From an optimization exercise on the open Yosys and OpenROAD flow, aimed at small area, a short achievable clock period and few clock cycles; shortcuts taken in it are not production practice.
Power is estimated from default activity; no workload was simulated.

==> flow/design.v (excerpt) <==
module updi_host (
    input  wire        clk,
    input  wire        rst,
    input  wire        cfg_a24,
    input  wire        req_valid,
    output wire        req_ready,
    input  wire [4:0]  req_op,
    input  wire        req_wide,
    input  wire [23:0] req_addr,
    input  wire [15:0] req_data,
    input  wire [16:0] req_len,
    output wire        rsp_valid,
    output wire [2:0]  rsp_kind,
    output wire [2:0]  rsp_stage,
    output wire [2:0]  rsp_cause,
    output wire [15:0] rsp_data,
    output wire [1:0]  life,
    output wire [1:0]  session,
    output wire        desync,
    input  wire        wd_valid,
    output wire        wd_ready,
    input  wire [7:0]  wd_data,
    output wire        rd_valid,
    output wire [7:0]  rd_data,
    output wire        ctl_valid,
    output wire [2:0]  ctl_cmd,
    input  wire        ctl_ready,
    input  wire        ctl_fail,
    output wire        tx_valid,
    output wire [7:0]  tx_data,
    input  wire        tx_ready,
    input  wire        rx_valid,
    input  wire        rx_err,
    input  wire [7:0]  rx_data,
    output wire        rx_ready
);
For scale: ~2100 cells after synthesis, about 390 flip-flops, ~150 I/O pins, roughly 17000 um^2 of cells after synthesis.
Settings: LEC_CHECK=0, ABC_AREA=1, CAP_MARGIN=20, CORE_MARGIN=2, CORE_UTILIZATION=40, CTS_CLUSTER_DIAMETER=100, CTS_CLUSTER_SIZE=25, SETUP_SLACK_MARGIN=4.0, SLEW_MARGIN=20; clock period 8.0 ns.
standard.sh (not shown) runs the stock make flow with config.mk's settings and CLKGATE_MAP_FILE= SYNTH_SCRIPT=/design/flow/synth_recipe.tcl, a recipe that flattens the netlist after the stock synthesis.
==> flow/flow/run.sh <==
#!/bin/bash
set -o pipefail
export BUFFER_PORTS_ARGS="-buffer_cell sky130_fd_sc_hd__buf_1"
bash standard.sh > standard.log 2>&1
Next try:
SETUP_SLACK_MARGIN = 4.5   (was 4.0)
Cell area increases by a few percent.
Count of clock-buffer cells in the layout goes up by 1.
Register-to-register slack loses 0.02 ns.
First-iteration DRC count grows slightly.
Worst hold slack barely changes.
No run of this note included a check of the RTL's function; only the layout flow was run.

========
updi_host, a different RTL version from the one above (not shown whole).
Size: about 150 I/O pins, roughly 16000 um^2 of cells after synthesis.
// updi_host
module updi_host (
    input  wire        clk,
    input  wire        rst,
    input  wire        cfg_a24,
    input  wire        req_valid,
    output wire        req_ready,
    input  wire [4:0]  req_op,
    input  wire        req_wide,
    input  wire [23:0] req_addr,
    input  wire [15:0] req_data,
    input  wire [16:0] req_len,
    output wire        rsp_valid,
    output wire [2:0]  rsp_kind,
    output wire [2:0]  rsp_stage,
    output wire [2:0]  rsp_cause,
    output wire [15:0] rsp_data,
    output wire [1:0]  life,
    output wire [1:0]  session,
    output wire        desync,
    input  wire        wd_valid,
    output wire        wd_ready,
    input  wire [7:0]  wd_data,
    output wire        rd_valid,
    output wire [7:0]  rd_data,
    output wire        ctl_valid,
    output wire [2:0]  ctl_cmd,
    input  wire        ctl_ready,
    input  wire        ctl_fail,
    output wire        tx_valid,
    output wire [7:0]  tx_data,
    input  wire        tx_ready,
    input  wire        rx_valid,
    input  wire        rx_err,
    input  wire [7:0]  rx_data,
    output wire        rx_ready
);
export LEC_CHECK = 0
export ABC_AREA = 1
export CAP_MARGIN = 20
export CORE_MARGIN = 2
export CORE_UTILIZATION = 40
export CTS_CLUSTER_DIAMETER = 100
export CTS_CLUSTER_SIZE = 25
export SETUP_SLACK_MARGIN = 4.5
export SLEW_MARGIN = 20
create_clock -name core_clock -period 8.0 [get_ports {clk}]
Scripts as last shown in full above: flow/flow/run.sh
Next try:
CORE_UTILIZATION = 50   (was 40)
SETUP_SLACK_MARGIN = 4.3   (was 4.5)
Result: Wire length shrinks by 4.1%. First-iteration DRC count rose by 20%. Sequential share of layout area is higher by 1.8 points. Clock-buffer cell count does not change. Power drops by 0.59%. Sequential power barely changes. Design area drops by 4.1%. Worst setup slack degrades by 120 ps. Flip-flop and latch count does not change. Via count came out lower by 0.54%.
Next try:
CORE_UTILIZATION = 40   (was 50)
The changed run finished clean.
Design area climbs by 1.3%.
Register-to-register slack gains 240 ps.
Worst setup slack gains 120 ps.
Die area climbs by 24%.
Hold slack loses 20 ps.
Fmax climbs by 3.2%.
Clock-buffer cell count stays the same.
Wire length drops by 0.61%.
Global-route usage drops by 5.8 points.
No run of this note included a check of the RTL's function; only the layout flow was run.

==> static timing again, ports no longer ideal <==
The results above use ideal ports. As a check the final layouts listed here were re-extracted and re-timed, cells and wires unchanged.
Step 1, drivers: a clkbuf_16 drives clk and a buf_2 each remaining input, both assumed.
Step 2 times the ports against the registers' clock, not the clock port: input delays grow and output delays shrink by t, the midpoint of the rising clock arrivals with the driver on.
a / b / c = no drivers / after step 1 / after step 2; a / b = the first two.
run | shift t [ns] | setup WS [ns] | hold WS [ns] | latest minus earliest clock arrival (ns)
the first run of note 1 | 0.611 | 4.055 / 4.056 / 3.445 | 0.330 / 0.330 / 0.330 | 0.033 / 0.033
the second run of note 1 | 0.603 | 3.923 / 3.923 / 3.320 | 0.328 / 0.328 / 0.328 | 0.026 / 0.027
the first run of note 2 | 0.597 | 4.158 / 4.113 / 3.901 | 0.328 / 0.328 / 0.328 | 0.028 / 0.028
the second run of note 2 | 0.579 | 4.037 / 4.051 / 3.473 | 0.325 / 0.325 / 0.325 | 0.035 / 0.035
the third run of note 2 | 0.599 | 4.159 / 4.111 / 3.773 | 0.305 / 0.305 / 0.305 | 0.045 / 0.045
After both steps setup and hold are still met in every run listed. The setup slack of the first run of note 1, which loses most, moves by +0.001 ns with the drivers and by -0.610 ns with both steps.
